Source: an optimization exercise on an open RTL-to-GDS flow (aim: small area, a short achievable clock period and few clock cycles). Production flows keep margins and buffers that such runs may drop. Where RTL was checked, it was by simulation tests only, not by an equivalence proof against the original. For runs 3 and 4, only the layout was checked, not whether the RTL still works. Power figures rest on the tool's default switching activity, not on a simulated workload.

===== design/flow/flow/run.sh =====
#!/bin/bash
# Standard layout, with repair_timing asked to overfix setup (the SDC and
# clock period are the design's; only the repair target is tighter), and
# the port buffers made of buf_4 cells.
set -euo pipefail
export SETUP_SLACK_MARGIN=9.0
export BUFFER_PORTS_ARGS="-buffer_cell sky130_fd_sc_hd__buf_4"
bash standard.sh > standard_flow.log 2>&1

===== design/flow/constraint.sdc =====
create_clock -name core_clock -period 12.5 [get_ports {clk}]
set_input_delay 2.5000 -clock core_clock [delete_from_list [all_inputs] [get_ports {clk}]]
set_output_delay 2.5000 -clock core_clock [all_outputs]
set_load 0.01 [all_outputs]

===== design/flow/design.v =====
module dict_expand (
    input  wire       clk,
    input  wire       rst,         
    input  wire       start,       
    output wire [1:0] status,      
    output wire [2:0] err,         
    input  wire       in_valid,
    input  wire       in_end,      
    input  wire [7:0] in_data,
    output wire       in_ready,
    output wire       out_valid,
    output wire [7:0] out_data,
    input  wire       out_ready
);
    localparam [1:0] ST_IDLE = 2'd0, ST_BUSY = 2'd1, ST_DONE = 2'd2, ST_ERROR = 2'd3;
    localparam [2:0] E_NONE = 3'd0, E_MALFORMED = 3'd2, E_INVARIANT = 3'd3,
                     E_CAPACITY = 3'd4;
    function [10:0] phase_tab;
        input [6:0] sel;           
        begin
            case (sel)
            7'd16: phase_tab = {3'd0, 8'b11111111};
            7'd24: phase_tab = {3'd0, 8'b11111000};
            7'd25: phase_tab = {3'd0, 8'b11111000};
            7'd26: phase_tab = {3'd0, 8'b11111000};
            7'd27: phase_tab = {3'd0, 8'b11111000};
            7'd28: phase_tab = {3'd0, 8'b11111000};
            7'd29: phase_tab = {3'd0, 8'b11111000};
            7'd30: phase_tab = {3'd0, 8'b11111000};
            7'd31: phase_tab = {3'd0, 8'b11111000};
            7'd32: phase_tab = {3'd0, 8'b10101010};
            7'd33: phase_tab = {3'd1, 8'b01010101};
            7'd40: phase_tab = {3'd1, 8'b01010000};
            7'd41: phase_tab = {3'd1, 8'b01010000};
            7'd42: phase_tab = {3'd1, 8'b01010000};
            7'd43: phase_tab = {3'd1, 8'b01010000};
            7'd44: phase_tab = {3'd1, 8'b01010000};
            7'd45: phase_tab = {3'd1, 8'b01010000};
            7'd46: phase_tab = {3'd1, 8'b01010000};
            7'd47: phase_tab = {3'd1, 8'b01010000};
            7'd48: phase_tab = {3'd2, 8'b00100100};
            7'd49: phase_tab = {3'd0, 8'b10010010};
            7'd50: phase_tab = {3'd1, 8'b01001001};
            7'd56: phase_tab = {3'd2, 8'b00100000};
            7'd57: phase_tab = {3'd2, 8'b00100000};
            7'd58: phase_tab = {3'd2, 8'b00100000};
            7'd59: phase_tab = {3'd2, 8'b00100000};
            7'd60: phase_tab = {3'd2, 8'b00100000};
            7'd61: phase_tab = {3'd2, 8'b00100000};
            7'd62: phase_tab = {3'd2, 8'b00100000};
            7'd63: phase_tab = {3'd2, 8'b00100000};
            7'd64: phase_tab = {3'd0, 8'b10001000};
            7'd65: phase_tab = {3'd1, 8'b01000100};
            7'd66: phase_tab = {3'd2, 8'b00100010};
            7'd67: phase_tab = {3'd3, 8'b00010001};
            7'd72: phase_tab = {3'd1, 8'b01000000};
            7'd73: phase_tab = {3'd1, 8'b01000000};
            7'd74: phase_tab = {3'd1, 8'b01000000};
            7'd75: phase_tab = {3'd1, 8'b01000000};
            7'd76: phase_tab = {3'd1, 8'b01000000};
            7'd77: phase_tab = {3'd1, 8'b01000000};
            7'd78: phase_tab = {3'd1, 8'b01000000};
            7'd79: phase_tab = {3'd1, 8'b01000000};
            7'd80: phase_tab = {3'd3, 8'b00010000};
            7'd81: phase_tab = {3'd4, 8'b00001000};
            7'd82: phase_tab = {3'd0, 8'b10000100};
            7'd83: phase_tab = {3'd1, 8'b01000010};
            7'd84: phase_tab = {3'd2, 8'b00100001};
            7'd88: phase_tab = {3'd0, 8'b10000000};
            7'd89: phase_tab = {3'd0, 8'b10000000};
            7'd90: phase_tab = {3'd0, 8'b10000000};
            7'd91: phase_tab = {3'd0, 8'b10000000};
            7'd92: phase_tab = {3'd0, 8'b10000000};
            7'd93: phase_tab = {3'd0, 8'b10000000};
            7'd94: phase_tab = {3'd0, 8'b10000000};
            7'd95: phase_tab = {3'd0, 8'b10000000};
            7'd96: phase_tab = {3'd2, 8'b00100000};
            7'd97: phase_tab = {3'd3, 8'b00010000};
            7'd98: phase_tab = {3'd4, 8'b00001000};
            7'd99: phase_tab = {3'd5, 8'b00000100};
            7'd100: phase_tab = {3'd0, 8'b10000010};
            7'd101: phase_tab = {3'd1, 8'b01000001};
            7'd104: phase_tab = {3'd5, 8'b00000000};
            7'd105: phase_tab = {3'd5, 8'b00000000};
            7'd106: phase_tab = {3'd5, 8'b00000000};
            7'd107: phase_tab = {3'd5, 8'b00000000};
            7'd108: phase_tab = {3'd5, 8'b00000000};
            7'd109: phase_tab = {3'd5, 8'b00000000};
            7'd110: phase_tab = {3'd5, 8'b00000000};
            7'd111: phase_tab = {3'd5, 8'b00000000};
            default: phase_tab = 11'd0;
            endcase
        end
    endfunction
    function [2:0] code_width;
        input [7:0] u;
        begin
            if      (u <= 8'd2)  code_width = 3'd1;
            else if (u <= 8'd4)  code_width = 3'd2;
            else if (u <= 8'd8)  code_width = 3'd3;
            else if (u <= 8'd16) code_width = 3'd4;
            else if (u <= 8'd32) code_width = 3'd5;
            else                 code_width = 3'd6;
        end
    endfunction
    function ge6;
        input [5:0] x;
        input [5:0] u;
        integer b;
        reg gt, eq;
        begin
            gt = 1'b0;
            eq = 1'b1;
            for (b = 5; b >= 0; b = b - 1) begin
                gt = gt | (eq & x[b] & ~u[b]);
                eq = eq & ~(x[b] ^ u[b]);
            end
            ge6 = gt | eq;
        end
    endfunction
    reg  [1:0] st;
    reg        em;                 
    reg  [2:0] err_r;
    reg        rdy;
    reg  [5:0] ph;
    reg  [6:0] nb;                 
    reg        lagv;               
    reg  [7:0] hdr0;               
    reg  [2:0] ulo;                
    wire [7:0] U   = {hdr0[4:0], ulo};
    wire [5:0] U6  = U[5:0];
    wire [2:0] pad = 3'd0 - hdr0[7:5];
    reg  [2:0] cw;                 
    wire [5:0] cmask = ~(6'h3f << cw);                    
    wire [7:0] vmask = 8'hff >> pad;                      
    wire busy     = (st == ST_BUSY);
    wire start_go = start & ~busy;
    wire acc      = in_valid & rdy;
    wire wr       = acc & ~in_end;
    wire endm     = acc & in_end;
    reg  [511:0] ring;
    always @(posedge clk)
        ring <= {ring[503:0], wr ? in_data : ring[511:504]};
    wire [511:0] dview;
    genvar g;
    generate
        for (g = 0; g < 64; g = g + 1) begin : g_view
            assign dview[8*g +: 8] = {ring[8*g +: 5], ring[8*((g+63)%64)+5 +: 3]};
        end
    endgenerate
    reg        q_k1;               
    reg        q_code;             
    reg        q_first;            
    reg  [7:0] q_ends;             
    reg  [2:0] q_jn;               
    reg  [1:0] q_err;              
    reg        q_pz;               
    reg        bad_acc;            
    reg  [1:0] errl;               
    reg        pzl;                
    reg  [8:0] rb;                 
    wire       r_code  = (U != 8'd0) && ({1'b0, nb} > U) && (nb[6:1] != 6'd0);
    wire       r_first = r_code & ~q_code;
    wire [10:0] ptab   = phase_tab({code_width(U), r_first, q_jn});
    wire [7:0] r_ends  = ptab[7:0] & {8{r_code}};
    wire       r_pz    = r_first && (pad == 3'd5);
    reg  [1:0] r_err;
    always @(*) begin
        if (!r_code)
            r_err = 2'd2;
        else if (r_first && pad[2:1] == 2'b11)
            r_err = 2'd3;
        else if (!r_pz && !r_ends[7 - pad])
            r_err = 2'd2;
        else
            r_err = 2'd0;
    end
    wire [15:0] cwin = ring[15:0];                        
    reg  [7:0]  ge;
    integer i;
    always @(*) begin
        for (i = 0; i < 8; i = i + 1)
            ge[i] = ge6(cwin[7-i +: 6] & cmask, U6);
    end
    wire       bad_all   = |(q_ends & ge);
    wire       bad_valid = |(q_ends & vmask & ge);
    wire       pz      = q_k1 | q_pz;
    wire [1:0] errl_c  = q_k1 ? ((U != 8'd0) ? 2'd2 : (pad == 3'd5) ? 2'd0 : 2'd3) :
                         (q_err != 2'd0) ? q_err :
                         (bad_acc | bad_valid) ? 2'd3 : 2'd0;
    wire [1:0] err_use = lagv ? errl_c : errl;
    wire       pz_use  = lagv ? pz : pzl;
    reg        einit;
    reg  [6:0] cur;                
    reg  [7:0] sl0, sl1, sl2, sl3;
    reg  [3:0] rv;                 
    reg  [3:0] s;                  
    reg        s2v;
    reg  [5:0] c2r;                
    reg        hv;
    reg  [7:0] head;
    reg        ov;
    reg  [7:0] w0, w1;
    always @(*) begin
        case (cur[1:0])
            2'd0:    begin w0 = sl0; w1 = sl1; end
            2'd1:    begin w0 = sl1; w1 = sl2; end
            2'd2:    begin w0 = sl2; w1 = sl3; end
            default: begin w0 = sl3; w1 = sl0; end
        endcase
    end
    wire [15:0] wwin  = {w0, w1} >> s;
    wire [5:0]  code  = wwin[5:0] & cmask;
    wire        xw    = (s <= 4'd8);                      
    wire        span  = (s < 4'd8);                       
    wire        can1  = rv[0] & (~span | rv[1]);
    wire        adv1_a = can1 & (~s2v | ~hv);
    wire        adv1_b = can1 & ov;
    wire        adv2_a = s2v & ~hv;
    wire        adv2_b = s2v & ov;
    wire        take  = ov & out_ready;
    wire        adv1  = adv1_a | (adv1_b & out_ready);
    wire        adv2  = adv2_a | (adv2_b & out_ready);
    wire        hv_n  = adv2 | (hv & ~take);
    wire        cons  = adv1 & xw;                        
    wire [5:0]  p     = ph - cur[5:0];                    
    wire        z     = rv[0] & (p[1:0] == 2'd0);
    wire [3:0]  tsel  = z ? p[5:2] - 4'd1 : p[5:2];
    wire [2:0]  jt    = z ? 3'd4 : {1'b0, p[1:0]};       
    wire [7:0]  F     = dview[32*tsel +: 8];
    wire [6:0]  dlt   = nb - cur;                         
    wire        dpos  = 1'b1;
    wire        dhi   = |dlt[6:3];
    wire [5:0]  dgt;                                      
    assign dgt[0] = dpos & (dhi | (dlt[2:0] > 3'd0));
    assign dgt[1] = dpos & (dhi | (dlt[2:0] > 3'd1));
    assign dgt[2] = dpos & (dhi | (dlt[2:0] > 3'd2));
    assign dgt[3] = dpos & (dhi | (dlt[2:0] > 3'd3));
    assign dgt[4] = dpos & (dhi | (dlt[2:0] > 3'd4));
    assign dgt[5] = dpos & (dhi | (dlt[2:0] > 3'd5));
    reg         tav;
    always @(*) begin
        case (jt)
            3'd0:    tav = dgt[1] | (em & dgt[0]);
            3'd1:    tav = dgt[2] | (em & dgt[1]);
            3'd2:    tav = dgt[3] | (em & dgt[2]);
            3'd3:    tav = dgt[4] | (em & dgt[3]);
            default: tav = dgt[5] | (em & dgt[4]);
        endcase
    end
    wire        ld_a  = einit & tav & ~jt[2];             
    wire        ld_b  = einit & tav;                      
    wire        load  = ld_a | (ld_b & cons);
    wire [3:0]  lsel  = 4'd1 << ph[1:0];
    wire [3:0]  rv_k  = rv | ({3'd0, ld_a} << jt[1:0]);
    wire [4:0]  rv_s  = {1'b0, rv} | ({4'd0, ld_b} << jt);
    wire [3:0]  rv_n  = cons ? rv_s[4:1] : rv_k;
    wire        init_e = lagv & q_first;
    wire [6:0]  cur_i = cur + 7'd1;
    wire [3:0]  s_n   = xw ? s - {1'b0, cw} + 4'd8 : s - {1'b0, cw};
    wire [5:0]  dp    = ph - 6'd1 - c2r;                  
    always @(posedge clk) begin
        if (load & lsel[0]) sl0 <= F;
        if (load & lsel[1]) sl1 <= F;
        if (load & lsel[2]) sl2 <= F;
        if (load & lsel[3]) sl3 <= F;
        if (start_go) begin
            rv    <= 4'd0;
            einit <= 1'b0;
        end else if (init_e) begin
            rv    <= 4'd0;
            einit <= 1'b1;
            cur   <= nb - 7'd1;
            s     <= 4'd0 - {1'b0, cw};
        end else begin
            rv  <= rv_n;
            cur <= cons ? cur_i : cur;
            if (adv1) s <= s_n;
        end
        if (adv1) c2r <= code;
        if (start_go)  s2v <= 1'b0;
        else if (adv1) s2v <= 1'b1;
        else if (adv2) s2v <= 1'b0;
        if (adv2) head <= dview[8*dp +: 8];
        hv <= start_go ? 1'b0 : hv_n;
    end
    wire [8:0] rb_ld = {nb[5:0] - U[5:0], 3'b000} - {6'd0, pad} - 9'd11;
    wire [8:0] rb_m  = rb - {6'd0, cw};
    wire       last  = (rb == {6'd0, cw});
    wire       ok_e  = (err_use == 2'd0) & ~pz_use;
    always @(posedge clk) begin
        ph   <= start_go ? 6'd63 : ph + 6'd1;
        lagv <= wr & ~start_go;
        cw    <= code_width(U);
        if (wr && nb == 7'd0) hdr0 <= in_data;
        if (wr && nb == 7'd1) ulo  <= in_data[7:5];
        if (start_go) begin
            q_k1    <= 1'b0;
            q_code  <= 1'b0;
            q_first <= 1'b0;
            q_ends  <= 8'd0;
            q_jn    <= 3'd0;
            q_err   <= 2'd2;
            q_pz    <= 1'b0;
            bad_acc <= 1'b0;
            errl    <= 2'd2;
            pzl     <= 1'b0;
        end else if (lagv) begin
            errl    <= errl_c;
            pzl     <= pz;
            bad_acc <= bad_acc | bad_all;
            q_k1    <= (nb == 7'd1);
            q_code  <= r_code;
            q_first <= r_first;
            q_ends  <= r_ends;
            if (r_code) q_jn <= ptab[10:8];
            q_err   <= r_err;
            q_pz    <= r_pz;
        end
        if (em) begin
            if (take) rb <= rb_m;
        end else begin
            rb <= rb_ld;
        end
        if (rst) begin
            st    <= ST_IDLE;
            err_r <= E_NONE;
            rdy   <= 1'b0;
            ov    <= 1'b0;
        end else if (start_go) begin
            st    <= ST_BUSY;
            em    <= 1'b0;
            err_r <= E_NONE;
            rdy   <= 1'b1;
            nb    <= 7'd0;
            ov    <= 1'b0;
        end else if (busy && !em) begin
            if (acc)
                rdy <= ~in_end & ~nb[6];
            else
                rdy <= (ph + 6'd2 == nb[5:0]);
            if (wr) begin
                if (nb[6]) begin
                    st    <= ST_ERROR;
                    err_r <= E_CAPACITY;
                end else begin
                    nb <= nb + 7'd1;
                end
            end else if (endm) begin
                if (err_use != 2'd0) begin
                    st    <= ST_ERROR;
                    err_r <= {1'b0, err_use};
                end else if (pz_use) begin
                    st <= ST_DONE;
                end
                em   <= ok_e;
                ov   <= ok_e & hv_n;
            end
        end else if (busy) begin
            if (take && last) begin
                st <= ST_DONE;
                ov <= 1'b0;
            end else begin
                ov <= hv_n;
            end
        end else begin
            ov <= 1'b0;
        end
    end
    assign status    = st;
    assign err       = err_r;
    assign in_ready  = rdy;
    assign out_valid = ov;
    assign out_data  = head;
endmodule

===== design/flow/config.mk =====
export PLATFORM = sky130hd
export DESIGN_NAME = dict_expand
export DESIGN_NICKNAME = dict_expand
export VERILOG_FILES = /design/flow/design.v
export SDC_FILE = /design/flow/constraint.sdc
export NUM_CORES = 4
export LEC_CHECK = 0
export CAP_MARGIN = 20
export CORE_MARGIN = 2
export CORE_UTILIZATION = 40
export CTS_CLUSTER_DIAMETER = 100
export CTS_CLUSTER_SIZE = 25
export PLACE_DENSITY = 0.6
export SLEW_MARGIN = 20

===== design/flow/standard.sh =====
#!/bin/bash
# synth_recipe.tcl (not shown) runs the flow's synth.tcl, then flattens the netlist and writes it again
# the make line also repeats each setting of config.mk as NAME=value (left out here)
make -C /OpenROAD-flow-scripts/flow DESIGN_CONFIG=/design/flow/config.mk WORK_HOME=/design/flow/orfs CLKGATE_MAP_FILE= SYNTH_SCRIPT=/design/flow/synth_recipe.tcl "${@:-finish}"

==> reports/results.txt, run 1 <==
The run finished with no timing, DRC or antenna violations. The mapped netlist covers 0.0251 mm². The core region is 0.0618 mm². CTS placed an instance of sky130_fd_sc_hd__clkbuf_16 at the clock tree root. The logs give 642 for the number of clock sinks and 0.64 ns for the source-to-sink clock delay at the later pin of the worst-skew pair.

The total power after layout was 4670 µW. The tools report the final count of pins violating max slew as 0. The number of different library cells used by synthesis comes to 87. Input and output buffers added on the ports amount to 28. The tools report the share of the core filled with cells in the final layout as 0.459. The hold buffer count at CTS is 0, and the row count is 91.

The clock period could shrink to 3.79 ns. In this run, synthesis inferred 85 flip-flops with an integrated enable. The tightest min-delay check is of the reg2reg type.

The switching power share of the total was 0.305. Clock skew: 0.0220 ns. Each instance of the synthesized netlist takes up on average 13.0 µm². Number of register bits inferred by synthesis: 642. The startpoint identified for the worst register-to-register timing path is c2r[0]$_DFFE_PP_. The first TritonRoute pass finished after 8 iterations.

The max-slew headroom at the worst pin is 0.359, and the share of async-settable or async-resettable flops after synthesis is 0. Walking the worst path, the cells encountered are buf_6. Summed over all nets, the switching power comes to 1420 µW.

At the worst endpoint, the required time is 10.00 ns. Adding up every negative setup slack in the final design gives 0 ns. The worst setup path is of the reg2out kind.

The run gives 0 as the number of endpoints with negative hold slack in the final report. Counting the buffers created by CTS gives 30. Endpoint of the worst hold path: ring[122]$_DFF_P_. The highest net fanout along the worst path was 1; the overall fraction of global-route tracks in use was 0.182. The worst register-to-register path has a setup slack of 9.09 ns.

The run gives 1 as the H-tree depth. The total of warnings raised by yosys is 1, and the clock-pin slew on the worst setup and hold paths is 0.10 ns. For the last weighted congestion value of the routability-driven placer, the log shows 0.872. The via density per instance is 5.53, and the internal power summed over all cells is 3250 µW. Pin placement for this block handled 29 I/O pins. The number of cells traversed by the worst hold path was 0; the worst hold-check slack was 0.345 ns.

The family with the most delay on the worst path was flip-flops. The sequential cell area fraction in the yosys report is 0.546. The worst-case IR drop observed on VDD is 0.000125 V. The die is 255 µm wide. In the synthesized netlist, the cells that appear most often are 557 x sky130_fd_sc_hd__dfxtp_1, 202 x sky130_fd_sc_hd__mux4_2, 136 x sky130_fd_sc_hd__nand2_1. The commonest register cell after synthesis was sky130_fd_sc_hd__dfxtp_1. The count of endpoints failing setup in the final report is 0. The fraction of power consumed by sequential logic was 0.472. The number of buffers on the longest clock path was 3; the power share of the combinational group was 0.285. The fraction of post-synthesis cell area in the top cell type by area works out to 0.444. Entering global routing, the biggest net connects 48 pins.

Derived from the worst setup path, the maximum achievable clock frequency is 0.264 GHz. The areal power density over the cells is 165 mW/mm², and the first-pass GRT wire length is 91300 µm. Summed over all cells, the static leakage comes to 0.0105 µW. The largest total area in the synthesized netlist belongs to sky130_fd_sc_hd__dfxtp_1. The area added between synthesis and finish was 13.0%. The share of the clock period used by the worst path is 0.303, and the post-synthesis net count is 2025. The tools report the share of total power in the clock network as 0.243.

Data arrives at the worst endpoint at 1.29 ns. The tools report the initial antenna violation count as 0. The run gives 0 as the number of antenna cells inserted.

The number of stages on the worst setup path is 1, and the critical path buffer and inverter count is 1. The effective utilization at floorplan is 0.406. Dividing the detail-routed wire length by the instance count gives 21.0 µm.

At the pin with the least slew margin, the transition time is 0.962 ns. TritonCTS built the clock tree. The largest incremental delay on the critical path was 0.49 ns; the post-route DRC violation count was 0.

The height of the die is 255 µm. The share of final-layout standard cells stronger than drive strength 1 was 0.232. The slowest cell on the critical path was sky130_fd_sc_hd__edfxtp_1. Counting cells, the worst reg-to-reg path comes to 10.

The type of destination of the critical path is an output pin. The multi-input combinational cells in the finished layout cover a total of 0.0112 mm². The endpoint identified for the worst register-to-register timing path is head[5]$_DFFE_PP_.

Filler cell count: 5429. Summing over every cut layer, the via total after detailed routing is 15700. For the number of nets in the layout, the log shows 2075. In this run the most critical hold path is launched from ring[114]$_DFF_P_.

The number of global-route vias before repair is 15300. Die area: 0.0648 mm². The worst setup path is launched from a register. Ranked by total cell area, the synthesized netlist is headed by sky130_fd_sc_hd__dfxtp_1 44%, sky130_fd_sc_hd__mux4_2 18%, sky130_fd_sc_hd__edfxtp_1 10%.

Setup repair after global routing could not meet its margin everywhere. Final global-route overflow total: 0. In the synthesized netlist, the number of instances is 1938.

Yosys instantiated no cell more often than sky130_fd_sc_hd__dfxtp_1. After legalization and detailed placement, the total HPWL measured 38000 µm. After the first detailed-routing iteration, the DRC count stood at 1386. The logs give 59500 µm for the total routed wirelength and 0.0137 mm² for the sequential standard cell area. The remaining number of nets flagged by the antenna check after routing is 0.

Across the run, the number of max-cap violations was 0.
## through the flow
step / instance area [µm²] / worst slack (ns) / cells
global placement: 26300 / 7.75 / 2718
detailed placement: 26300 / 7.68 / 2718
floorplan: 25200 / 8.86 / 1938
finish: 28400 / 8.71 / 2841
CTS: 27900 / 8.67 / 2802
global route: 28400 / 8.67 / 2841
## registers in the layout (all words and copies together), names as in the netlist, 4 cells and up
name    flops
q_ends      8
cur         7
sl2         8
c2r         6
rb          9
nb          7
head        8
ring      512
sl3         8
s           4
hdr0        8
sl0         8
rv          4
sl1         8
ph          6
## layout by cell type, fill, tap and decap left out, types with 11 or more instances in the layout
| master | netlist | routed |
|---|---|---|
| sky130_fd_sc_hd__o21ai_0 | 53 | 51 |
| sky130_fd_sc_hd__buf_6 | 2 | 18 |
| sky130_fd_sc_hd__dfxtp_1 | 557 | 548 |
| sky130_fd_sc_hd__nor2_1 | 106 | 99 |
| sky130_fd_sc_hd__mux4_2 | 202 | 202 |
| sky130_fd_sc_hd__edfxtp_1 | 85 | 85 |
| sky130_fd_sc_hd__nor3_1 | 35 | 31 |
| sky130_fd_sc_hd__xnor2_1 | 48 | 42 |
| sky130_fd_sc_hd__nor2b_1 | 19 | 18 |
| sky130_fd_sc_hd__nand2b_1 | 13 | 13 |
| sky130_fd_sc_hd__a211oi_1 | 17 | 15 |
| sky130_fd_sc_hd__a21o_1 | 20 | 20 |
| sky130_fd_sc_hd__mux2i_1 | 33 | 33 |
| sky130_fd_sc_hd__xor2_1 | 22 | 20 |
| sky130_fd_sc_hd__a222oi_1 | 16 | 16 |
| sky130_fd_sc_hd__nand4_1 | 11 | 11 |
| sky130_fd_sc_hd__a31oi_1 | 13 | 12 |
| sky130_fd_sc_hd__inv_1 | 60 | 56 |
| sky130_fd_sc_hd__and3_1 | 18 | 17 |
| sky130_fd_sc_hd__nand3_1 | 24 | 23 |
| sky130_fd_sc_hd__clkbuf_16 | 0 | 34 |
| sky130_fd_sc_hd__a21oi_1 | 112 | 107 |
| sky130_fd_sc_hd__buf_4 | 1 | 89 |
| sky130_fd_sc_hd__nand2_1 | 136 | 133 |
| sky130_fd_sc_hd__clkbuf_1 | 72 | 11 |
| sky130_fd_sc_hd__ha_1 | 66 | 60 |
## worst max-delay path by stage
stage | from | end | slack, ns
5_1_grt | head[5]$_DFFE_PP_ | out_data[5] | 8.67
4_1_cts | head[5]$_DFFE_PP_ | out_data[5] | 8.67
2_1_floorplan | out_ready | sl0[0]$_DFFE_PP_ | 8.86
3_5_place_dp | ph[1]$_SDFF_PP1_ | head[5]$_DFFE_PP_ | 7.68
6_report | head[5]$_DFFE_PP_ | out_data[5] | 8.71
3_3_place_gp | ph[1]$_SDFF_PP1_ | head[5]$_DFFE_PP_ | 7.75
## power groups by stage
stage / clock network (µW) / registers, µW / logic (µW)
floorplan: 0 / 2230 / 799
global placement: 0 / 2250 / 1110
detailed placement: 0 / 2250 / 1120
CTS: 1160 / 2200 / 1310
global route: 1240 / 2210 / 1420
finish: 1130 / 2200 / 1330
## per-layer routing
metal / share of wire / vias to the layer above / global-route usage
li1: - / 7278 / -
met1: 0.46 / 7982 / 0.264
met2: 0.47 / 374 / 0.290
met3: 0.042 / 86 / 0.0215
met4: 0.027 / 0 / 0.0487
met5: 0 / - / 0
## logic make-up after synthesis
kind of cell / after synthesis / synth area share
buffers and inverters: 171 / 0.0275
xor gates and xnor gates: 71 / 0.0251
muxes: 235 / 0.194
and+or+nand+nor: 422 / 0.0825
DFF: 642 / 0.546
adders and majority gates: 82 / 0.0421
AOI/OAI and AO/OA: 315 / 0.0826
## timing repair
action                                  4_1_cts  5_1_grt
endpoints found under the setup margin      104      100
gates resized for setup                      67       41
endpoints found under the hold margin         0        0
cloned                                        4        1
pin swaps                                     7       11
setup buffers                                32       38
## cell type report
type,instances,area share
clock buffer,44,0.0306
clock inverter,4,0.00194
inverter,65,0.00926
multi-input combinational,1125,0.393
sequential,642,0.484
tap,837,0.0369
timing repair buffer,124,0.0444
Testbench counts, summed over its fixed seeds: cycles 30,599.
==> inputs of run 2 (changes only) <==
--- a/design/flow/design.v
+++ b/design/flow/design.v
@@ -198,7 +198,8 @@
     reg        s2v;
     reg  [5:0] c2r;                
     reg        hv;
-    reg  [7:0] head;
+    reg  [7:0] head;               
+    reg  [7:0] hcopy;              
     reg        ov;
     reg  [7:0] w0, w1;
     always @(*) begin
@@ -281,7 +282,8 @@
         if (start_go)  s2v <= 1'b0;
         else if (adv1) s2v <= 1'b1;
         else if (adv2) s2v <= 1'b0;
-        if (adv2) head <= dview[8*dp +: 8];
+        if (adv2) hcopy <= dview[8*dp +: 8];
+        head <= (adv2 | ~hv) ? dview[8*dp +: 8] : hcopy;
         hv <= start_go ? 1'b0 : hv_n;
     end
     wire [8:0] rb_ld = {nb[5:0] - U[5:0], 3'b000} - {6'd0, pad} - 9'd11;
==> reports/results.txt, run 2 <==
The initial DRC count is 1260 (-9.1%). Setup repair after global routing could not meet its margin everywhere. The most instantiated library cell after synthesis was sky130_fd_sc_hd__dfxtp_1. The worst path required time was 10.00 ns (about the same); the mux contribution to synthesized area was 0.201 (+0.00633). Share of final-layout standard cells stronger than drive strength 1: 0.244 (+0.0121). Critical path buffer and inverter count: 1 (unchanged). For the placed wire-length estimate after detailed placement, the log shows 38800 µm (+2.0%). For the initial antenna violation count, the log shows 1 (+1).

The number of buffers on the longest clock path is 3 (unchanged). The post-synthesis adder-cell area fraction is 0.0413 (-0.000788), and the post-route DRC violation count is 0 (unchanged). For the effective utilization at floorplan, the log shows 0.403 (-0.00286).

Commonest register cell after synthesis: sky130_fd_sc_hd__dfxtp_1. The fraction of post-synthesis cell area in the top cell type by area is 0.446 (+0.00217), and the average detailed-routed wire length per instance is 21.6 µm (+3.2%). Relative to the synthesized area, the layout overhead comes to 14.0%. The timing-limited maximum frequency came out at 0.274 GHz (+4.0%). The number of global-route vias before repair was 16200 (+5.7%); the die span in x was 256 µm (+0.46%). After synthesis, the cell types taking the most area are sky130_fd_sc_hd__dfxtp_1 45%, sky130_fd_sc_hd__mux4_2 18%, sky130_fd_sc_hd__edfxtp_1 10%. The library cell used most frequently in the layout, excluding fill and tap cells, is sky130_fd_sc_hd__dfxtp_1. For the switching component of the power, the log shows 1510 µW (+6.4%). The internal power summed over all cells came out at 3390 µW (+4.4%).

The run gives 61700 µm (+3.6%) as the total routed wirelength. The share of total power in the clock network was 0.226 (-0.017). The count of endpoints failing setup in the final report was 0 (unchanged); the number of flip-flops in the largest register was 512 (unchanged). The switching power share of the total is 0.309 (+0.00416), and the total power after layout is 4900 µW (+5.0%).

The largest registers in the layout are ring (512), rb (9). Areal power density over the cells: 170 mW/mm² (+3.1%). On the critical path, the stage with the largest delay is an instance of sky130_fd_sc_hd__dfxtp_4.

Routed via count: 15900 (+1.3%). The register with the most flip-flops in the final layout is ring. The tools report the clock skew as 0.0242 ns (+0.00221 ns). The commonest cells after synthesis are 565 x sky130_fd_sc_hd__dfxtp_1, 204 x sky130_fd_sc_hd__mux4_2, 116 x sky130_fd_sc_hd__nand2_1. The number of synthesized flops with an enable pin was 85 (unchanged); the post-synthesis net count was 2032 (+0.35%). The largest incremental delay on the critical path is 0.40 ns (-0.09 ns).

The tools report the last weighted congestion value of the routability-driven placer as 0.866 (-0.73%). The pin count of the biggest net entering global routing is 42 (-13%), and the share of the clock period used by the worst path is 0.292 (-0.0117). The tools report the total of warnings raised by yosys as 1 (unchanged). Area fraction in compound gates after synthesis: 0.0805 (-0.00210). The share of synthesized cell area in and, or, nand and nor gates was 0.0770 (-0.00551); the max-slew headroom at the worst pin was 0.418 (+0.0590). The data arrival time at the worst-slack endpoint is 1.14 ns (-0.15 ns). TritonCTS built the clock tree. For the number of optimization iterations in the first detailed-route pass, the log shows 6 (-2).

The synthesized cell area is 0.0253 mm² (+0.94%). Area of the core: 0.0629 mm² (+1.7%). The path class of the tightest hold or removal check is reg2reg.

The root buffer cell chosen for the clock tree is sky130_fd_sc_hd__clkbuf_16. For the overall fraction of global-route tracks in use, the log shows 0.183 (+0.000927). Row count: 92 (+1.1%). Critical path class: reg2out. The run gives 0 (unchanged) as the final global-route overflow total. The kind of cell with the highest combined delay along the critical path is flip-flops. The worst setup path is captured at an output pin.

The mean area per synthesized cell came out at 13.0 µm² (+0.58%). The count of input and output buffers was 28 (unchanged). The I/O pin count was 29 (unchanged); the die area was 0.0654 mm² (+0.93%).

The number of different library cells in the post-synthesis netlist was 80 (-8.0%); the fraction of power consumed by sequential logic was 0.459 (-0.013). Traced cell by cell, the critical path runs through buf_6. The number of clock sinks was 650 (+1.2%); the H-tree depth was 1 (unchanged). Kind of start point of the critical path: a register. The number of buffers inserted during clock tree synthesis is 30 (unchanged), and the total of max-cap violations is 0 (unchanged). For the remaining number of nets flagged by the antenna check after routing, the log shows 0 (unchanged). The height of the die was 256 µm (+0.46%). The final count of pins violating max slew is 0 (unchanged). The number of nets in the layout was 2081 (+0.29%); the via density per instance was 5.58 (+0.89%). The sequential cell area fraction in the yosys report was 0.547 (+0.00123). The run gives 0.0107 µW (+2.1%) as the leakage power. Of all cell types, the one taking the most synthesized area is sky130_fd_sc_hd__dfxtp_1. The share of async-settable or async-resettable flops after synthesis was 0 (unchanged).

The worst voltage drop across the vdd grid is 0.000141 V (+12%). For the number of endpoints with negative hold slack in the final report, the log shows 0 (unchanged). The run finished with no timing, DRC or antenna violations. Number of register bits inferred by synthesis: 650 (+1.2%). The source-to-sink clock delay at the later pin of the worst-skew pair came out at 0.64 ns (about the same). The clock-pin slew on the worst setup and hold paths came out at 0.10 ns (about the same).

In the layout the commonest cells are 546 x sky130_fd_sc_hd__dfxtp_1, 204 x sky130_fd_sc_hd__mux4_2, 114 x sky130_fd_sc_hd__nand2_1, 98 x sky130_fd_sc_hd__a21oi_1, 92 x sky130_fd_sc_hd__nor2_1. The highest net fanout along the worst path is 1 (unchanged), and the gate count after technology mapping is 1945 (+0.36%). For the power share of the combinational group, the log shows 0.315 (+0.030). The slew at the pin closest to its max-slew limit is 0.871 ns (-0.0906 ns). By area, the combinational part of the netlist is dominated by multiplexers. The worst hold-check slack came out at 0.344 ns (-0.00125 ns). The logs give 0 (unchanged) for the number of antenna cells inserted and 5611 (+3.4%) for the filler cell count. For the first-pass GRT wire length, the log shows 95200 µm (+4.3%). Synthesized-area fraction occupied by xor and xnor cells: 0.0256 (+0.000507). The minimum clock period after layout is 3.64 ns (-0.147 ns). The summed negative setup slack over all endpoints was 0 ns (unchanged).
-- run 2: cell type report --
| type | count | area [µm²] | share of cell area |
|---|---|---|---|
| inverter | 68 | 263 | 0.00910 |
| sequential | 650 | 13900 | 0.481 |
| multi-input combinational | 1116 | 11300 | 0.391 |
| tap | 846 | 1060 | 0.0367 |
| timing repair buffer | 127 | 1510 | 0.0522 |
| timing repair inverter | 1 | 5.00 | 0.000173 |
| clock inverter | 3 | 56.3 | 0.00195 |
| clock buffer | 42 | 806 | 0.0279 |
-- run 2: worst paths after layout --
kind                     startpoint           endpoint  slack [ns]  cells after the start
setup reg to reg   c2r[0]$_DFFE_PP_    head[5]$_DFF_P_        8.98                     12
hold / removal    ring[182]$_DFF_P_  ring[190]$_DFF_P_        0.34                      0
hold reg to reg   ring[182]$_DFF_P_  ring[190]$_DFF_P_        0.34                      0
setup / recovery    head[2]$_DFF_P_        out_data[2]        8.86                      1
-- run 2: cells by family after synthesis --
group | Yosys count
and+or+nand+nor | 395
AOI/OAI and AO/OA | 314
buffers and inverters | 179
muxes | 252
DFF | 650
xor gates and xnor gates | 74
adders and majority gates | 81
-- run 2: power by group through the flow --
stage               Combinational [µW]  Clock [µW]  Sequential, µW
finish                            1540        1110            2250
global route                      1630        1210            2260
CTS                               1440        1130            2250
detailed placement                1150           0            2290
global placement                  1140           0            2290
floorplan                          804           0            2270
-- run 2: what timing repair did --
item                                    4_1_cts  5_1_grt
pin swaps                                    10       17
resized for setup                            95       51
endpoints found under the hold margin         0        0
endpoints found under the setup margin      124      108
hold buffers                                  0        0
setup buffers                                35       30
cloned                                        9        5
-- run 2: metrics by stage --
| step | utilization | cells | cell area [µm²] | worst slack, ns |
|---|---|---|---|---|
| global placement | 0.422 | 2729 | 26600 | 7.44 |
| global route | 0.459 | 2853 | 28900 | 8.82 |
| finish | 0.459 | 2853 | 28900 | 8.86 |
| floorplan | - | 1945 | 25600 | 8.72 |
| CTS | 0.451 | 2818 | 28300 | 8.81 |
| detailed placement | 0.422 | 2729 | 26600 | 7.42 |
-- run 2: layer usage --
metal	GRT usage	vias to the layer above	part of all wire
met5	0	-	0
li1	-	7343	-
met1	0.263	8146	0.46
met4	0.0395	0	0.019
met2	0.301	349	0.48
met3	0.0191	89	0.038
Testbench counts of run 2, summed over its fixed seeds: cycles 30,599.
==> inputs of run 3 (changes only) <==
--- a/design/flow/design.v
+++ b/design/flow/design.v
@@ -158,7 +158,7 @@
     reg        bad_acc;            
     reg  [1:0] errl;               
     reg        pzl;                
-    reg  [8:0] rb;                 
+    reg  [9:0] rb;                 
     wire       r_code  = (U != 8'd0) && ({1'b0, nb} > U) && (nb[6:1] != 6'd0);
     wire       r_first = r_code & ~q_code;
     wire [10:0] ptab   = phase_tab({code_width(U), r_first, q_jn});
@@ -191,15 +191,16 @@
     wire [1:0] err_use = lagv ? errl_c : errl;
     wire       pz_use  = lagv ? pz : pzl;
     reg        einit;
+    reg  [5:0] p;                  
     reg  [6:0] cur;                
     reg  [7:0] sl0, sl1, sl2, sl3;
     reg  [3:0] rv;                 
+    reg  [3:0] rh;                 
     reg  [3:0] s;                  
     reg        s2v;
     reg  [5:0] c2r;                
     reg        hv;
-    reg  [7:0] head;               
-    reg  [7:0] hcopy;              
+    reg  [7:0] head;
     reg        ov;
     reg  [7:0] w0, w1;
     always @(*) begin
@@ -214,7 +215,7 @@
     wire [5:0]  code  = wwin[5:0] & cmask;
     wire        xw    = (s <= 4'd8);                      
     wire        span  = (s < 4'd8);                       
-    wire        can1  = rv[0] & (~span | rv[1]);
+    wire        can1  = ((s < 4'd11) ? rv[0] : rh[0]) & (~span | rh[1]);
     wire        adv1_a = can1 & (~s2v | ~hv);
     wire        adv1_b = can1 & ov;
     wire        adv2_a = s2v & ~hv;
@@ -224,13 +225,12 @@
     wire        adv2  = adv2_a | (adv2_b & out_ready);
     wire        hv_n  = adv2 | (hv & ~take);
     wire        cons  = adv1 & xw;                        
-    wire [5:0]  p     = ph - cur[5:0];                    
     wire        z     = rv[0] & (p[1:0] == 2'd0);
     wire [3:0]  tsel  = z ? p[5:2] - 4'd1 : p[5:2];
     wire [2:0]  jt    = z ? 3'd4 : {1'b0, p[1:0]};       
     wire [7:0]  F     = dview[32*tsel +: 8];
-    wire [6:0]  dlt   = nb - cur;                         
-    wire        dpos  = 1'b1;
+    wire [7:0]  dlt   = {1'b0, nb} - {1'b0, cur};            
+    wire        dpos  = ~dlt[7];
     wire        dhi   = |dlt[6:3];
     wire [5:0]  dgt;                                      
     assign dgt[0] = dpos & (dhi | (dlt[2:0] > 3'd0));
@@ -239,24 +239,30 @@
     assign dgt[3] = dpos & (dhi | (dlt[2:0] > 3'd3));
     assign dgt[4] = dpos & (dhi | (dlt[2:0] > 3'd4));
     assign dgt[5] = dpos & (dhi | (dlt[2:0] > 3'd5));
-    reg         tav;
+    reg         tav, tah;          
     always @(*) begin
         case (jt)
-            3'd0:    tav = dgt[1] | (em & dgt[0]);
-            3'd1:    tav = dgt[2] | (em & dgt[1]);
-            3'd2:    tav = dgt[3] | (em & dgt[2]);
-            3'd3:    tav = dgt[4] | (em & dgt[3]);
-            default: tav = dgt[5] | (em & dgt[4]);
+            3'd0:    begin tav = dgt[1] | (em & dgt[0]); tah = dgt[0]; end
+            3'd1:    begin tav = dgt[2] | (em & dgt[1]); tah = dgt[1]; end
+            3'd2:    begin tav = dgt[3] | (em & dgt[2]); tah = dgt[2]; end
+            3'd3:    begin tav = dgt[4] | (em & dgt[3]); tah = dgt[3]; end
+            default: begin tav = dgt[5] | (em & dgt[4]); tah = dgt[4]; end
         endcase
     end
     wire        ld_a  = einit & tav & ~jt[2];             
     wire        ld_b  = einit & tav;                      
-    wire        load  = ld_a | (ld_b & cons);
+    wire        lh_a  = einit & tah & ~jt[2];
+    wire        lh_b  = einit & tah;
+    wire        load  = lh_a | (lh_b & cons);
     wire [3:0]  lsel  = 4'd1 << ph[1:0];
     wire [3:0]  rv_k  = rv | ({3'd0, ld_a} << jt[1:0]);
     wire [4:0]  rv_s  = {1'b0, rv} | ({4'd0, ld_b} << jt);
     wire [3:0]  rv_n  = cons ? rv_s[4:1] : rv_k;
-    wire        init_e = lagv & q_first;
+    wire [3:0]  rh_k  = rh | ({3'd0, lh_a} << jt[1:0]);
+    wire [4:0]  rh_s  = {1'b0, rh} | ({4'd0, lh_b} << jt);
+    wire [3:0]  rh_n  = cons ? rh_s[4:1] : rh_k;
+    wire        init_e = lagv & q_k1;                    
+    wire [5:0]  p_i   = p + 6'd1;
     wire [6:0]  cur_i = cur + 7'd1;
     wire [3:0]  s_n   = xw ? s - {1'b0, cw} + 4'd8 : s - {1'b0, cw};
     wire [5:0]  dp    = ph - 6'd1 - c2r;                  
@@ -267,14 +273,19 @@
         if (load & lsel[3]) sl3 <= F;
         if (start_go) begin
             rv    <= 4'd0;
+            rh    <= 4'd0;
             einit <= 1'b0;
         end else if (init_e) begin
             rv    <= 4'd0;
+            rh    <= 4'd0;
             einit <= 1'b1;
-            cur   <= nb - 7'd1;
-            s     <= 4'd0 - {1'b0, cw};
+            p     <= ph - U6;
+            cur   <= {1'b0, U6} + 7'd1;
+            s     <= 4'd0 - {1'b0, code_width(U)};
         end else begin
             rv  <= rv_n;
+            rh  <= rh_n;
+            p   <= cons ? p : p_i;
             cur <= cons ? cur_i : cur;
             if (adv1) s <= s_n;
         end
@@ -282,13 +293,12 @@
         if (start_go)  s2v <= 1'b0;
         else if (adv1) s2v <= 1'b1;
         else if (adv2) s2v <= 1'b0;
-        if (adv2) hcopy <= dview[8*dp +: 8];
-        head <= (adv2 | ~hv) ? dview[8*dp +: 8] : hcopy;
+        if (adv2) head <= dview[8*dp +: 8];
         hv <= start_go ? 1'b0 : hv_n;
     end
-    wire [8:0] rb_ld = {nb[5:0] - U[5:0], 3'b000} - {6'd0, pad} - 9'd11;
-    wire [8:0] rb_m  = rb - {6'd0, cw};
-    wire       last  = (rb == {6'd0, cw});
+    wire [9:0] rb_ld = {nb - U[6:0], 3'b000} - {6'd0, pad} - 10'd11;
+    wire [9:0] rb_m  = rb - {7'd0, cw};
+    wire       last  = (rb == {7'd0, cw});
     wire       ok_e  = (err_use == 2'd0) & ~pz_use;
     always @(posedge clk) begin
         ph   <= start_go ? 6'd63 : ph + 6'd1;
@@ -301,7 +311,6 @@
             q_code  <= 1'b0;
             q_first <= 1'b0;
             q_ends  <= 8'd0;
-            q_jn    <= 3'd0;
             q_err   <= 2'd2;
             q_pz    <= 1'b0;
             bad_acc <= 1'b0;
==> reports/results.txt, run 3 <==
The switching power share of the total is 0.288 (-0.0203). The logs give 0 ns (unchanged) for the summed negative setup slack over all endpoints and 3 (unchanged) for the number of buffers on the longest clock path. The largest individual stage delay along the critical path comes from the cell sky130_fd_sc_hd__edfxtp_1. Post-placement setup slack: 7.61 ns (+0.192 ns). Compared with the post-synthesis result, the final layout area differs by 10.6%.

The sequential cell area fraction in the yosys report is 0.545 (-0.00246), and the leakage power is 0.0105 µW (-2.5%). Final global-route overflow total: 0 (unchanged). Yosys instantiated no cell more often than sky130_fd_sc_hd__dfxtp_1. The most common cell after layout, fill and taps aside was sky130_fd_sc_hd__dfxtp_1. The share of the clock period used by the worst path is 0.305 (+0.0137). Setup repair after global routing could not meet its margin everywhere. The critical path buffer and inverter count is 1 (unchanged), and the minimum clock period after layout is 3.82 ns (+0.172 ns). The run gives 1 (unchanged) as the total of warnings raised by yosys.

The tools report the number of placed cells counting well taps as 2735 (+0.22%). The post-route DRC violation count was 0 (unchanged); the number of clock sinks was 652 (+0.31%). Remaining number of nets flagged by the antenna check after routing: 0 (unchanged). Effective utilization at floorplan: 0.406 (+0.00294). End of the worst register-to-register path: head[7]$_DFFE_PP_.

The path class of the tightest hold or removal check is reg2reg. The worst hold path terminates at ring[51]$_DFF_P_. Ranked by flip-flop count, first place goes to ring.

The run gives 15900 (-2.1%) as the number of global-route vias before repair. The number of cells traversed by the worst hold path is 0 (unchanged), and the data arrival time at the worst-slack endpoint is 1.32 ns (+0.18 ns). The setup path with the least slack is of type reg2out. The number of register bits inferred by synthesis was 652 (+0.31%). The kind of start point of the critical path was a register. Filler cell count: 5700 (+1.6%). The areal power density over the cells came out at 151 mW/mm² (-11%). The share of async-settable or async-resettable flops after synthesis was 0 (unchanged); the average detailed-routed wire length per instance was 21.1 µm (-2.3%).

The largest registers in the layout are ring (512), rb (10). The fraction of post-synthesis cell area in the top cell type by area is 0.434 (-0.0127), and the overall fraction of global-route tracks in use is 0.178 (-0.00540). Share of final-layout standard cells stronger than drive strength 1: 0.225 (-0.0190). The area of the core is 0.0633 mm² (+0.73%). The first-pass GRT wire length is 93300 µm (-2.0%), and the die area is 0.0663 mm² (+1.4%).

The max-slew headroom at the worst pin was 0.402 (-0.0159); the hold buffer count at CTS was 0 (unchanged). The initial DRC count was 1444 (+15%); the highest net fanout along the worst path was 1 (unchanged). By area the synthesized netlist is led by sky130_fd_sc_hd__dfxtp_1 43%, sky130_fd_sc_hd__mux4_2 19%, sky130_fd_sc_hd__edfxtp_1 11%. The tools report the type of destination of the critical path as an output pin.

The initial antenna violation count was 1 (unchanged). The die span in x is 258 µm (+0.72%). The total routed wirelength was 59800 µm (-3.0%). The tools report the count of endpoints failing setup in the final report as 0 (unchanged). H-tree depth: 1 (unchanged).

The family with the most delay on the worst path is flip-flops. In this run the critical register-to-register path is launched from c2r[0]$_DFFE_PP_. The synthesized cell area came out at 0.0257 mm² (+1.5%). sky130_fd_sc_hd__dfxtp_1 takes more of the synthesized area than any other cell. The run gives 0 (unchanged) as the total of max-cap violations.

The tools report the routed via count as 15800 (-0.50%). Source-to-sink clock delay at the later pin of the worst-skew pair: 0.64 ns (about the same). The run gives 0.264 (+0.038) as the share of total power in the clock network. The number of nets in the layout was 2056 (-1.2%); the fraction of power consumed by sequential logic was 0.522 (+0.063). The via density per instance was 5.60 (+0.24%); the post-synthesis net count was 2036 (+0.20%).

The worst path required time is 10.00 ns (about the same), and the number of synthesized flops with an enable pin is 95 (+12%). The share of the core filled with cells in the final layout came out at 0.449 (-0.0102). In the layout the commonest cells are 548 x sky130_fd_sc_hd__dfxtp_1, 215 x sky130_fd_sc_hd__mux4_2, 129 x sky130_fd_sc_hd__nand2_1, 95 x sky130_fd_sc_hd__edfxtp_1, 93 x sky130_fd_sc_hd__nor2_1. By count the netlist is led by 557 x sky130_fd_sc_hd__dfxtp_1, 215 x sky130_fd_sc_hd__mux4_2, 132 x sky130_fd_sc_hd__nand2_1. The number of flip-flops in the largest register is 512 (unchanged), and the placed wire-length estimate after detailed placement is 39300 µm (+1.4%).

The logs give 2832 (-0.74%) for the count of non-filler cells in the finished layout and 0 (unchanged) for the number of endpoints with negative hold slack in the final report. The row count is 92 (unchanged), and the power share of the combinational group is 0.215 (-0.100). For the number of different library cells in the post-synthesis netlist, the log shows 94 (+18%).

The largest incremental delay on the critical path is 0.50 ns (+0.10 ns), and the clock skew is 0.0413 ns (+0.0170 ns). TritonCTS built the clock tree. Pin count of the biggest net entering global routing: 41 (-2.4%). In this run the most critical hold path is launched from ring[43]$_DFF_P_. The slew at the pin closest to its max-slew limit is 0.895 ns (+0.0239 ns). The timing-limited maximum frequency is 0.262 GHz (-4.5%).

The setup slack of the most critical reg-to-reg path came out at 9.14 ns (+0.16 ns). The logs give 4290 µW (-12%) for the total power after layout and 29 (unchanged) for the I/O pin count. The tree is rooted in a sky130_fd_sc_hd__clkbuf_16.

The logic depth of the worst register-to-register path is 9 (-3). The run finished with no timing, DRC or antenna violations. The height of the die came out at 258 µm (+0.72%). For the gate count after technology mapping, the log shows 1949 (+0.21%).

The number of optimization iterations in the first detailed-route pass came out at 6 (unchanged). The post-layout worst setup margin was 8.68 ns (-0.172 ns); the clock-pin slew on the worst setup and hold paths was 0.10 ns (about the same). The number of buffers inserted during clock tree synthesis is 31 (+3.3%), and the count of input and output buffers is 28 (unchanged). The mean area per synthesized cell was 13.2 µm² (+1.3%); the worst voltage drop across the vdd grid was 0.000114 V (-19%).

Final count of pins violating max slew: 0 (unchanged). The signal on the critical path passes through buf_6. The last weighted congestion value of the routability-driven placer is 0.901 (+4.0%). In the synthesized netlist the dominant register cell turns out to be sky130_fd_sc_hd__dfxtp_1. The switching component of the power was 1240 µW (-18%); the internal power summed over all cells was 3050 µW (-9.8%).
==> run 3: cell types whose count changed after synthesis, moves of 16 or more <==
cell	change
sky130_fd_sc_hd__buf_2	+17
sky130_fd_sc_hd__a21oi_1	-28
sky130_fd_sc_hd__clkbuf_1	-21
sky130_fd_sc_hd__nand2_1	+16
==> run 3: per-layer routing <==
layer	track usage	wire length, µm
met5	0	0
met4	0.0445	1330
met3	0.0250	3460
met2	0.293	28400
met1	0.248	26600
==> run 3: logic make-up after synthesis <==
logic type / synth area share
AO/OA/AOI/OAI: 0.0864
buffers and inverters: 0.0296
AND/OR/NAND/NOR: 0.0749
flip-flops: 0.545
XOR/XNOR: 0.0218
adder cells (fa/ha/maj): 0.0380
multiplexers: 0.205
==> run 3: area by class of cell <==
class | instances | area [µm²] | share of cell area
clock buffers | 43 | 821 | 0.0289
multi-input cells | 1113 | 11200 | 0.395
repair buffers | 92 | 927 | 0.0326
clock inverters | 6 | 70.1 | 0.00246
inverters | 79 | 308 | 0.0108
well taps | 846 | 1060 | 0.0372
flip-flops and latches | 652 | 14000 | 0.493
diodes | 1 | 2.50 | 0.0000880
==> run 3: per-stage QoR <==
| stage | hold slack (ns) | area [µm²] |
|---|---|---|
| CTS | 0.342 | 28100 |
| detailed placement | 0.331 | 26800 |
| finish | 0.324 | 28400 |
| global route | 0.327 | 28400 |
| floorplan | 0.326 | 25900 |
| global placement | 0.327 | 26800 |
==> run 3: worst max-delay path by stage <==
| stage | cells past startpoint | end | start |
|---|---|---|---|
| detailed placement | 8 | head[1]$_DFFE_PP_ | ph[0]$_SDFF_PP1_ |
| global placement | 8 | head[2]$_DFFE_PP_ | ph[0]$_SDFF_PP1_ |
| finish | 1 | out_data[3] | head[3]$_DFFE_PP_ |
| CTS | 1 | out_data[4] | head[4]$_DFFE_PP_ |
| global route | 1 | out_data[3] | head[3]$_DFFE_PP_ |
| floorplan | 7 | sl3[0]$_DFFE_PP_ | out_ready |
==> run 3: timing repair <==
action / CTS / global route
setup buffers: 22 / 23
gates cloned: 1 / 1
resized for setup: 43 / 22
pin swaps: 2 / 11
setup endpoints to repair: 105 / 89
==> run 3: power by group through the flow <==
stage	combinational [µW]	clock, µW	sequential, µW
finish	921	1130	2240
global route	983	1230	2250
CTS	910	1150	2240
detailed placement	848	0	2290
global placement	842	0	2290
floorplan	609	0	2260
==> inputs of run 4 (changes only) <==
--- a/design/flow/config.mk
+++ b/design/flow/config.mk
@@ -9,6 +9,6 @@
 export CORE_MARGIN = 2
 export CORE_UTILIZATION = 40
 export CTS_CLUSTER_DIAMETER = 100
-export CTS_CLUSTER_SIZE = 25
+export CTS_CLUSTER_SIZE = 30
 export PLACE_DENSITY = 0.6
 export SLEW_MARGIN = 20
==> reports/results.txt, run 4 <==
Register containing the most flip-flops in the final layout: ring. The startpoint identified for the worst register-to-register timing path is ph[0]$_SDFF_PP1_. The height of the die is 258 µm (unchanged). Among all cell types in the netlist, the one instantiated most often is sky130_fd_sc_hd__dfxtp_1. Total power after layout: 4260 µW (-0.68%).

The tools report the clock skew as 0.0538 ns (+0.0125 ns). Kind of start point of the critical path: a register. Data arrival time at the worst-slack endpoint: 1.32 ns (about the same).

The launching element of the worst setup path was head[4]$_DFFE_PP_. The largest registers in the layout are ring (512), rb (10). The post-synthesis adder-cell area fraction is 0.0380 (unchanged), and the placed wire-length estimate after detailed placement is 39300 µm (unchanged). The total of warnings raised by yosys was 1 (unchanged); the max-slew headroom at the worst pin was 0.392 (-0.00954). The number of flip-flops in the largest register works out to 512 (unchanged). The I/O pin count is 29 (unchanged), and the die span in x is 258 µm (unchanged). Area fraction in compound gates after synthesis: 0.0864 (unchanged). met2 is the most crowded layer.

The tools report the row count as 92 (unchanged). The count of endpoints failing setup in the final report is 0 (unchanged), and the leakage power is 0.0104 µW (about the same). The pin count of the biggest net entering global routing was 41 (unchanged). The last weighted congestion value of the routability-driven placer was 0.901 (unchanged); the number of different library cells in the post-synthesis netlist was 94 (unchanged). The library cells used most frequently in the layout, excluding fill and tap cells, are 548 x sky130_fd_sc_hd__dfxtp_1, 215 x sky130_fd_sc_hd__mux4_2, 129 x sky130_fd_sc_hd__nand2_1, 95 x sky130_fd_sc_hd__edfxtp_1, 93 x sky130_fd_sc_hd__nor2_1. The share of async-settable or async-resettable flops after synthesis works out to 0 (unchanged). The source-to-sink clock delay at the later pin of the worst-skew pair is 0.64 ns (about the same), and the minimum clock period after layout is 3.82 ns (+0.000200 ns). The setup path with the least slack is of type reg2out. The die area was 0.0663 mm² (unchanged); the synthesized-area fraction occupied by xor and xnor cells was 0.0218 (unchanged). The critical path buffer and inverter count was 1 (unchanged); the post-placement setup slack was 7.61 ns (unchanged). The routed via count is 15900 (+0.025%), and the number of register bits inferred by synthesis is 652 (unchanged).

The overall fraction of global-route tracks in use is 0.177 (-0.000477), and the share of synthesized cell area in and, or, nand and nor gates is 0.0749 (unchanged). The count of input and output buffers works out to 28 (unchanged). The signal on the critical path passes through buf_6.

The logs give 5 (-1) for the number of optimization iterations in the first detailed-route pass and 5712 (+0.21%) for the filler cell count. The worst hold-check path type is reg2reg. Setup repair after global routing could not meet its margin everywhere. The remaining number of nets flagged by the antenna check after routing came out at 0 (unchanged).

The timing-limited maximum frequency was 0.262 GHz (about the same); the via density per instance was 5.61 (+0.27%). The number of clock sinks is 652 (unchanged). For the worst path required time, the log shows 10.00 ns (about the same). The slew at the pin closest to its max-slew limit is 0.909 ns (+0.0143 ns), and the number of buffers on the longest clock path is 3 (unchanged).

The summed negative setup slack over all endpoints came out at 0 ns (unchanged). The cell type with the highest aggregate area in the netlist is sky130_fd_sc_hd__dfxtp_1. The share of the clock period used by the worst path is 0.305 (about the same). The flow ran to the end and the layout has no timing, DRC or antenna violations. The fraction of post-synthesis cell area in the top cell type by area is 0.434 (unchanged). The met3 global-route usage was 0.0244 (-0.000589). The clock-pin slew on the worst setup and hold paths is 0.11 ns (about the same), and the total routed wirelength is 59700 µm (-0.18%).

The cell family contributing the most delay on the critical path is flip-flops. The synthesized cell area is 0.0257 mm² (unchanged). The final global-route overflow total was 0 (unchanged); the highest net fanout along the worst path was 1 (unchanged). Sequential cell area fraction in the yosys report: 0.545 (unchanged). The number of synthesized flops with an enable pin is 95 (unchanged), and the initial DRC count is 1384 (-4.2%). The tools report the met1 capacity usage during global routing as 0.247 (-0.000965). The startpoint identified for the worst hold timing path is ring[140]$_DFF_P_. The number of buffers inserted during clock tree synthesis is 28 (-9.7%). The area added between synthesis and finish came out at 10.5% (about the same).

The post-synthesis net count came out at 2036 (unchanged). TritonCTS built the clock tree. The commonest cells after synthesis are 557 x sky130_fd_sc_hd__dfxtp_1, 215 x sky130_fd_sc_hd__mux4_2, 132 x sky130_fd_sc_hd__nand2_1. Area of the multi-input gates: 0.0112 mm² (about the same). For the total of max-cap violations, the log shows 0 (unchanged). The final count of pins violating max slew was 0 (unchanged); the largest incremental delay on the critical path was 0.50 ns (about the same). The mean area per synthesized cell was 13.2 µm² (unchanged). The post-layout worst setup margin came out at 8.68 ns (-0.000200 ns). The number of global-route vias before repair came out at 15800 (-0.48%). The areal power density over the cells works out to 150 mW/mm² (-0.61%). The gate count after technology mapping is 1949 (unchanged), and the post-route DRC violation count is 0 (unchanged). The average detailed-routed wire length per instance is 21.1 µm (about the same), and the area of the core is 0.0633 mm² (unchanged). The tools report the number of nets in the layout as 2051 (-0.24%). The largest individual stage delay along the critical path comes from the cell sky130_fd_sc_hd__edfxtp_1.

The commonest register cell after synthesis was sky130_fd_sc_hd__dfxtp_1. Number of endpoints with negative hold slack in the final report: 0 (unchanged). The worst voltage drop across the vdd grid is 0.000126 V (+10%).

Sequential standard cell area: 0.0140 mm² (unchanged). The global-route track usage on met2 came out at 0.292 (-0.000896). In the post-synthesis netlist, the biggest area contributors are sky130_fd_sc_hd__dfxtp_1 43%, sky130_fd_sc_hd__mux4_2 19%, sky130_fd_sc_hd__edfxtp_1 11%. The share of final-layout standard cells stronger than drive strength 1 came out at 0.224 (about the same).

The library cell used most frequently in the layout, excluding fill and tap cells, is sky130_fd_sc_hd__dfxtp_1. The initial antenna violation count was 1 (unchanged); the H-tree depth was 1 (unchanged). The tools report the buffer cell driving the clock tree root as sky130_fd_sc_hd__clkbuf_16. The type of destination of the critical path is an output pin.

The effective utilization at floorplan is 0.406 (unchanged). The mux contribution to synthesized area came out at 0.205 (unchanged). The first-pass GRT wire length is 93100 µm (-0.20%).

The largest family of logic cells by synthesized area is multiplexers.
-- run 4: cell counts after synthesis --
No cell type changed its count.
-- run 4: per-layer routing --
layer  up-vias  wire length (µm)
met5         -                 0
met2       449             28300
met1      8002             26700
li1       7292                 -
met3       108              3040
met4         0              1560
-- run 4: what timing repair did --
action	in CTS	in global routing
setup buffers	21	22
setup endpoints to repair	105	90
pin swaps	2	13
resized for setup	42	23
gates cloned	1	1
hold buffers	0	0
endpoints found under the hold margin	0	0
-- run 4: cell type report --
cell class | count | area share
well taps | 846 | 0.0372
repair buffers | 90 | 0.0318
multi-input cells | 1113 | 0.396
clock buffers | 35 | 0.0256
inverters | 79 | 0.0108
clock inverters | 9 | 0.00546
flip-flops and latches | 652 | 0.493
diodes | 1 | 0.0000880
-- run 4: final timing paths --
check / endpoint / slack (ns) / cells past startpoint
min reg2reg: ring[148]$_DFF_P_ / 0.32 / 0
max: out_data[4] / 8.68 / 1
max reg2reg: head[1]$_DFFE_PP_ / 9.13 / 8
min: ring[148]$_DFF_P_ / 0.32 / 0
-- run 4: kinds of logic after synthesis --
logic type,Yosys count
adder cells (fa/ha/maj),74
flip-flops,652
buffers and inverters,184
AO/OA/AOI/OAI,325
XOR/XNOR,64
multiplexers,256
AND/OR/NAND/NOR,394
-- run 4: through the flow --
stage	cell area, µm²	hold WS (ns)	util	cells
finish	28400	0.324	0.449	2825
CTS	28100	0.308	0.444	2801
global placement	26800	0.327	0.424	2735
floorplan	25900	0.326	-	1949
detailed placement	26800	0.331	0.424	2735
global route	28400	0.310	0.449	2824
-- run 4: power breakdown --
part	internal (µW)	total, µW	switching, µW
clock	437	1110	674
combinational	396	910	514
sequential	2180	2240	56.8

## afterwards: timing with drivers on the ports
How much do the figures lean on ideal ports? The routed layouts below were timed once more, with nothing changed but the port constraints. Step 1: set_driving_cell puts a clkbuf_16 on clk and a buf_2 on each other input, an assumption about the parent block. Step 2, shift: input delay + t, output delay - t, t = (earliest + latest rising clock arrival at the registers) / 2. This alone moves slack from input paths to output paths. Three values: ideal, step 1, step 2; two values: the first two.
run	t (ns)	setup WS [ns]	hold slack, ns	worst data-port slew with drivers (ns)	cell pins on the clock port's net
run 1	0.687	8.709 / 8.648 / 8.508	0.345 / 0.345 / 0.345	0.03	1
run 2	0.694	8.855 / 8.794 / 8.405	0.344 / 0.344 / 0.344	0.03	1
run 3	0.680	8.684 / 8.625 / 8.426	0.324 / 0.324 / 0.324	0.04	1
run 4	0.676	8.683 / 8.625 / 8.405	0.324 / 0.324 / 0.324	0.04	1
After both steps every run listed still meets setup and hold. The setup slack of run 2, which loses most, moves by -0.061 ns with the drivers and by -0.450 ns with both steps.
